From an optimization exercise on the open Yosys and OpenROAD flow, aimed at small area, a short achievable clock period and few clock cycles per item; shortcuts taken in it are not production practice. The RTL was checked by simulation tests, not by an equivalence proof against the original design.

==> flow/design.v (excerpt) <==
module adsb_encoder (
    input  wire         clk,
    input  wire         rst,
    input  wire         in_valid,
    output wire         in_ready,
    input  wire [1:0]   op,
    input  wire [23:0]  icao,
    input  wire [2:0]   ca,
    input  wire [4:0]   tc,
    input  wire [1:0]   ss,
    input  wire         nicsb,
    input  wire         tbit,
    input  wire         surface,
    input  wire [31:0]  alt,       
    input  wire [31:0]  lat,       
    input  wire [31:0]  lon,       
    input  wire [63:0]  name,      
    input  wire [87:0]  msg,       
    output wire         out_valid,
    input  wire         out_ready,
    output wire [111:0] frame_e,   
    output wire [111:0] frame_o,
    output wire [7:0]   diag,
    output wire [23:0]  crc,
    output wire         err
);
    localparam [1:0] OP_POS = 2'd0, OP_ID = 2'd1;
    wire [8:0]  alt_z;
    adsb_alt_a u_alt_a (.alt(alt), .z(alt_z));
    wire [31:0] la = surface ? {lat[27:0], 4'd0} : lat;
    wire [31:0] lo = surface ? {lon[27:0], 4'd0} : lon;
    wire [5:0]  nl_base;
    wire        nl_past, nl_far;
    adsb_nl u_nl (.lat(lat), .base(nl_base), .past(nl_past), .far(nl_far));
    wire [16:0] yz_e, yz_o;
    adsb_cpr_lat u_lat (.la(la), .yz_e(yz_e), .yz_o(yz_o));
    wire [5:0]  nl_base_m1 = nl_base - 6'd1;
    wire [5:0]  nl = nl_past ? nl_base_m1 : nl_base;    
    function [6:0] char_code(input [7:0] ch);
        begin
            if (ch >= 8'h30 && ch <= 8'h39)
                char_code = {1'b0, ch[5:0]};
            else if ((ch >= 8'h41 && ch <= 8'h5A) || (ch >= 8'h61 && ch <= 8'h7A))
                char_code = {2'b00, ch[4:0]};
            else if (ch == 8'h5F)
                char_code = {1'b0, 6'd32};
            else
                char_code = {1'b1, 6'd32};
        end
    endfunction
    reg [47:0] id_chars;
    reg [7:0]  id_diag;
    integer i;
    always @* begin
        for (i = 0; i < 8; i = i + 1)
            {id_diag[i], id_chars[47 - 6*i -: 6]} = char_code(name[63 - 8*i -: 8]);
    end
    wire        is_pos = (op == OP_POS);
    wire [31:0] hdr = {5'd17, ca, icao};
  ...
Settings: LEC_CHECK=0, CAP_MARGIN=20, CORE_MARGIN=2, CORE_UTILIZATION=40, PLACE_DENSITY=0.6, SLEW_MARGIN=50; clock period 34.0 ns.
standard.sh (not shown) runs the stock make flow with config.mk's settings and CLKGATE_MAP_FILE= SYNTH_SCRIPT=/design/flow/synth_recipe.tcl, a recipe that flattens the netlist after the stock synthesis.
==> flow/flow/run.sh <==
#!/bin/bash
# The standard layout (standard.sh: ORFS synthesis to final layout, unchanged),
# with the port buffers that global placement inserts on every input and output
# made from sky130_fd_sc_hd__buf_1 instead of the cell buffer_ports picks by
# default (clkdlybuf4s50_1, a delay cell of 2.7 times the area and about 0.4 ns more
# delay). Every port still gets its own buffer.
set -euo pipefail
export BUFFER_PORTS_ARGS="-buffer_cell sky130_fd_sc_hd__buf_1"
bash standard.sh finish > standard_flow.log 2>&1
The starting point completed with no timing, DRC or antenna violations.
Testbench counts at the start, summed over its fixed seeds: cycles 1,928, items 1,920.
Next try:
Settings changed: SLEW_MARGIN 50 to 60.
The changed run completed with no timing, DRC or antenna violations.
Setup slack is better by 0.47 ns.
Clock-buffer cell count stays the same.

========
Setup of P:
Another version of the RTL of adsb_encoder (not shown whole).
Size in the first run: ~4000 cells after synthesis, ~550 I/O pins, ~0.035 mm2 of cells after synthesis.
clock: 34.0 ns
lec_check: 0
cap_margin: 20
core_margin: 2
core_utilization: 40
place_density: 0.6
slew_margin: 20
==> flow/flow/run.sh <==
#!/bin/bash
# The standard layout (standard.sh: ORFS synthesis to final layout, unchanged),
# with the port buffers that global placement inserts on every input and output
# made from sky130_fd_sc_hd__buf_2 instead of the cell buffer_ports picks by
# default (clkdlybuf4s50_1, a delay cell of twice the area and about 0.4 ns more
# delay). Every port still gets its own buffer.
set -euo pipefail
export BUFFER_PORTS_ARGS="-buffer_cell sky130_fd_sc_hd__buf_2"
bash standard.sh finish > standard_flow.log 2>&1
Testbench counts of P, summed over its fixed seeds: cycles 1,928, items 1,920.
Modified inputs, Q compared to P
==> flow/run.sh (new file) <==
#!/bin/bash
# synth_recipe.tcl (not shown) runs the flow's synth.tcl, then flattens the netlist and writes it again
# the make line also repeats each setting of config.mk as NAME=value (left out here)
make -C /OpenROAD-flow-scripts/flow DESIGN_CONFIG=/design/flow/config.mk WORK_HOME=/design/flow/orfs CLKGATE_MAP_FILE= SYNTH_SCRIPT=/design/flow/synth_recipe.tcl finish
removed: flow/flow/run.sh
removed: flow/standard.sh
==> comparison <==
Q: no failed stages, no open violations at the end. What P reported for final standard cell area without fillers has to be multiplied by 1.07 to get the figure for Q. Taking P as the reference, in Q worst-case hold slack up 0.015 ns, worst setup skew after layout flat. Of Q and P, the run reporting the lower final setup slack of the worst path was Q. Q against P: sequential cell area share lower; placed wire-length estimate after detailed placement higher.

========
## the reference run
adsb_encoder, a different RTL version from the one above (not shown whole).
Size in the first run: about 3,900 cells after synthesis, roughly 140 flip-flops, about 550 I/O pins, ~33,000 µm² of cells after synthesis.
## adsb_encoder
module adsb_encoder (
    input  wire         clk,
    input  wire         rst,
    input  wire         in_valid,
    output wire         in_ready,
    input  wire [1:0]   op,
    input  wire [23:0]  icao,
    input  wire [2:0]   ca,
    input  wire [4:0]   tc,
    input  wire [1:0]   ss,
    input  wire         nicsb,
    input  wire         tbit,
    input  wire         surface,
    input  wire [31:0]  alt,       
    input  wire [31:0]  lat,       
    input  wire [31:0]  lon,       
    input  wire [63:0]  name,      
    input  wire [87:0]  msg,       
    output wire         out_valid,
    input  wire         out_ready,
    output wire [111:0] frame_e,   
    output wire [111:0] frame_o,
    output wire [7:0]   diag,
    output wire [23:0]  crc,
    output wire         err
);
    localparam [1:0] OP_POS = 2'd0, OP_ID = 2'd1;
    wire [8:0]  alt_z;
    adsb_alt_a u_alt_a (.alt(alt), .z(alt_z));
    wire [31:0] la = surface ? {lat[27:0], 4'd0} : lat;
    wire [31:0] lo = surface ? {lon[27:0], 4'd0} : lon;
    wire [5:0]  nl_base;
  ...
export LEC_CHECK = 0
export CAP_MARGIN = 20
export CORE_MARGIN = 2
export CORE_UTILIZATION = 40
export PLACE_DENSITY = 0.6
export SLEW_MARGIN = 60
create_clock -name core_clock -period 34.0 [get_ports {clk}]
==> flow/flow/run.sh <==
#!/bin/bash
# The standard layout (standard.sh: ORFS synthesis to final layout, unchanged),
# with the port buffers that global placement inserts on every input and output
# made from sky130_fd_sc_hd__buf_2 instead of the cell buffer_ports picks by
# default (clkdlybuf4s50_1, a delay cell of twice the area and about 0.4 ns more
# delay). Every port still gets its own buffer.
set -euo pipefail
export BUFFER_PORTS_ARGS="-buffer_cell sky130_fd_sc_hd__buf_2"
bash standard.sh finish > standard_flow.log 2>&1
Per the final summary, the reference run finished and its layout is clean on timing, DRC and antenna.
Testbench counts of the reference run, summed over its fixed seeds: cycles 1,928, items 1,920.
Changes in the trial run relative to the reference run:
- PLACE_DENSITY now 0.75, was 0.6
- SLEW_MARGIN now 20, was 60
- CORE_UTILIZATION now 55, was 40
### Flow results
- From the reference run to the trial run the numbers moved as follows: non-clock buffer count saw a decrease, met1 routing resource usage after global routing saw an increase.
- The trial run has post-route worst setup slack below what the reference run had.

========
Starting RTL as in the previous note.
Design adsb_encoder, start of the top module:
module adsb_encoder (
    input  wire         clk,
    input  wire         rst,
    input  wire         in_valid,
    output wire         in_ready,
    input  wire [1:0]   op,
    input  wire [23:0]  icao,
    input  wire [2:0]   ca,
    input  wire [4:0]   tc,
    input  wire [1:0]   ss,
    input  wire         nicsb,
    input  wire         tbit,
    input  wire         surface,
    input  wire [31:0]  alt,       
    input  wire [31:0]  lat,       
    input  wire [31:0]  lon,       
    input  wire [63:0]  name,      
    input  wire [87:0]  msg,       
    output wire         out_valid,
    input  wire         out_ready,
    output wire [111:0] frame_e,   
    output wire [111:0] frame_o,
    output wire [7:0]   diag,
    output wire [23:0]  crc,
    output wire         err
);
    localparam [1:0] OP_POS = 2'd0, OP_ID = 2'd1;
    wire [8:0]  alt_z;
    adsb_alt_a u_alt_a (.alt(alt), .z(alt_z));
    wire [31:0] la = surface ? {lat[27:0], 4'd0} : lat;
    wire [31:0] lo = surface ? {lon[27:0], 4'd0} : lon;
    wire [5:0]  nl_base;
    wire        nl_past, nl_far;
    adsb_nl u_nl (.lat(lat), .base(nl_base), .past(nl_past), .far(nl_far));
    wire [16:0] yz_e, yz_o;
    adsb_cpr_lat u_lat (.la(la), .yz_e(yz_e), .yz_o(yz_o));
    wire [5:0]  nl_base_m1 = nl_base - 6'd1;
    wire [5:0]  nl = nl_past ? nl_base_m1 : nl_base;    
    function [6:0] char_code(input [7:0] ch);
        begin
            if (ch >= 8'h30 && ch <= 8'h39)
                char_code = {1'b0, ch[5:0]};
            else if ((ch >= 8'h41 && ch <= 8'h5A) || (ch >= 8'h61 && ch <= 8'h7A))
                char_code = {2'b00, ch[4:0]};
            else if (ch == 8'h5F)
                char_code = {1'b0, 6'd32};
            else
                char_code = {1'b1, 6'd32};
        end
    endfunction
    reg [47:0] id_chars;
    reg [7:0]  id_diag;
    integer i;
    always @* begin
        for (i = 0; i < 8; i = i + 1)
            {id_diag[i], id_chars[47 - 6*i -: 6]} = char_code(name[63 - 8*i -: 8]);
    end
    wire        is_pos = (op == OP_POS);
    wire [31:0] hdr = {5'd17, ca, icao};
    wire [87:0] m_d  = is_pos ? {hdr, tc, ss, nicsb, alt[11:0], tbit, lo[17], yz_e, lo[16:0]} :
  ...
clock: 34.0 ns
lec_check: 0
cap_margin: 20
core_margin: 2
core_utilization: 40
place_density: 0.6
slew_margin: 20
Scripts as last shown in full above: flow/flow/run.sh
Testbench counts at the start, summed over its fixed seeds: cycles 1,928, items 1,920.
Next try:
==> flow/flow/run.sh (replaced) <==
#!/bin/bash
# The standard layout (standard.sh: ORFS synthesis to final layout, unchanged),
# with the port buffers that global placement inserts on every input and output
# made from sky130_fd_sc_hd__buf_1 instead of the cell buffer_ports picks by
# default (clkdlybuf4s50_1, a delay cell of 2.7 times the area and about 0.4 ns more
# delay). Every port still gets its own buffer.
set -euo pipefail
export BUFFER_PORTS_ARGS="-buffer_cell sky130_fd_sc_hd__buf_1"
bash standard.sh finish > standard_flow.log 2>&1
--- a/flow/config.mk
+++ b/flow/config.mk
@@ -11,2 +11,2 @@
 export PLACE_DENSITY = 0.6
-export SLEW_MARGIN = 20
+export SLEW_MARGIN = 50
Cell area falls by 1.4%.
Hold slack is worse by 0.0059 ns.
Wire length rises by 1.2%.
Global-route usage rises by 0.39 points.
Register-to-register slack is better by 0.31 ns.
Next try:
--- a/flow/config.mk
+++ b/flow/config.mk
@@ -7,3 +7,3 @@
 export LEC_CHECK = 0
-export CAP_MARGIN = 20
+export CAP_MARGIN = 40
 export CORE_MARGIN = 2
@@ -11,2 +11,2 @@
 export PLACE_DENSITY = 0.6
-export SLEW_MARGIN = 50
+export SLEW_MARGIN = 60
Result: The changed run produced a clean layout; die area does not change; via count went up by 0.59%; clock skew stays flat; first-iteration DRC count went up by 8.4%; cell area went up by 1.3%; sequential share of layout area went down by 0.14 points.
Next try:
--- a/flow/config.mk
+++ b/flow/config.mk
@@ -7,3 +7,3 @@
 export LEC_CHECK = 0
-export CAP_MARGIN = 40
+export CAP_MARGIN = 20
 export CORE_MARGIN = 2
@@ -11,2 +11,2 @@
 export PLACE_DENSITY = 0.6
-export SLEW_MARGIN = 60
+export SLEW_MARGIN = 75
The new run finished with timing, DRC and antenna clean.
Via count is higher by 3.0%.
Synthesized area is unchanged.
Design area rises by 9.4%.
Die area is unchanged.
First-iteration DRC count decreases by 5.2%.
Final cell count went up by 3.5%.
Register-to-register slack got worse by 0.06 ns.
Critical path depth grows by 1.
Next try:
--- a/flow/config.mk
+++ b/flow/config.mk
@@ -11,2 +11,2 @@
 export PLACE_DENSITY = 0.6
-export SLEW_MARGIN = 75
+export SLEW_MARGIN = 55
Effect:
- via count went down by 3.0%
- routed wire length came out lower by 1.8%
- worst setup slack gains 0.22 ns
- register-to-register slack gains 0.06 ns
- final cell count falls by 3.5%
- cell area goes down by 9.4%
- core utilization fell by 4.5 points
- count of clock-buffer cells in the layout went down by 1
- synthesized cell count stays the same
Next try:
--- a/flow/config.mk
+++ b/flow/config.mk
@@ -11,2 +11,2 @@
 export PLACE_DENSITY = 0.6
-export SLEW_MARGIN = 55
+export SLEW_MARGIN = 60
Setup slack degrades by 0.028 ns; routed wire length climbs by 0.34%; non-clock buffer count climbs by 8; final area climbs by about 0.9%; sequential share of layout area hardly moves; core utilization climbs by 0.38 points.

## port drivers added, routing unchanged
The results above use ideal ports. As a check the final layouts listed here were re-extracted and re-timed, cells and wires unchanged.
Step 1: set_driving_cell puts a clkbuf_16 on clk and a buf_2 on each other input, an assumption about the parent block.
Step 2 also shifts input and output timing later by t, the mid clock arrival at the registers, as if the neighbouring blocks saw the same clock.
Slacks: no drivers / after step 1 / after step 2; pairs: no drivers / after step 1.
| run | t (ns) | slack for setup (ns) | hold WS [ns] |
|---|---|---|---|
| the first run of note 1 | 0.554 | 19.155 / 19.189 / 18.635 | 0.547 / 0.547 / 0.547 |
| the second run of note 1 | 0.554 | 19.628 / 19.657 / 19.103 | 0.560 / 0.560 / 0.560 |
| P | 0.534 | 19.060 / 18.993 / 19.412 | 0.536 / 0.536 / 0.536 |
| Q | 0.552 | 18.417 / 18.342 / 18.895 | 0.551 / 0.551 / 0.551 |
| the reference run | 0.539 | 19.767 / 19.701 / 19.465 | 0.555 / 0.555 / 0.555 |
| the trial run | 0.550 | 19.155 / 19.198 / 18.648 | 0.538 / 0.538 / 0.538 |
| the first run of note 4 | 0.546 | 19.479 / 19.410 / 19.050 | 0.550 / 0.550 / 0.550 |
| the second run of note 4 | 0.536 | 19.743 / 19.685 / 19.261 | 0.544 / 0.544 / 0.544 |
| the third run of note 4 | 0.544 | 19.751 / 19.692 / 19.406 | 0.548 / 0.548 / 0.548 |
| the fourth run of note 4 | 0.541 | 19.563 / 19.496 / 19.883 | 0.546 / 0.546 / 0.546 |
| the fifth run of note 4 | 0.544 | 19.778 / 19.713 / 19.410 | 0.542 / 0.542 / 0.542 |
| the sixth run of note 4 | 0.544 | 19.751 / 19.692 / 19.406 | 0.548 / 0.548 / 0.548 |
After both steps setup and hold are still met in every run listed. The setup slack of the second run of note 1, which loses most, moves by +0.029 ns with the drivers and by -0.525 ns with both steps.
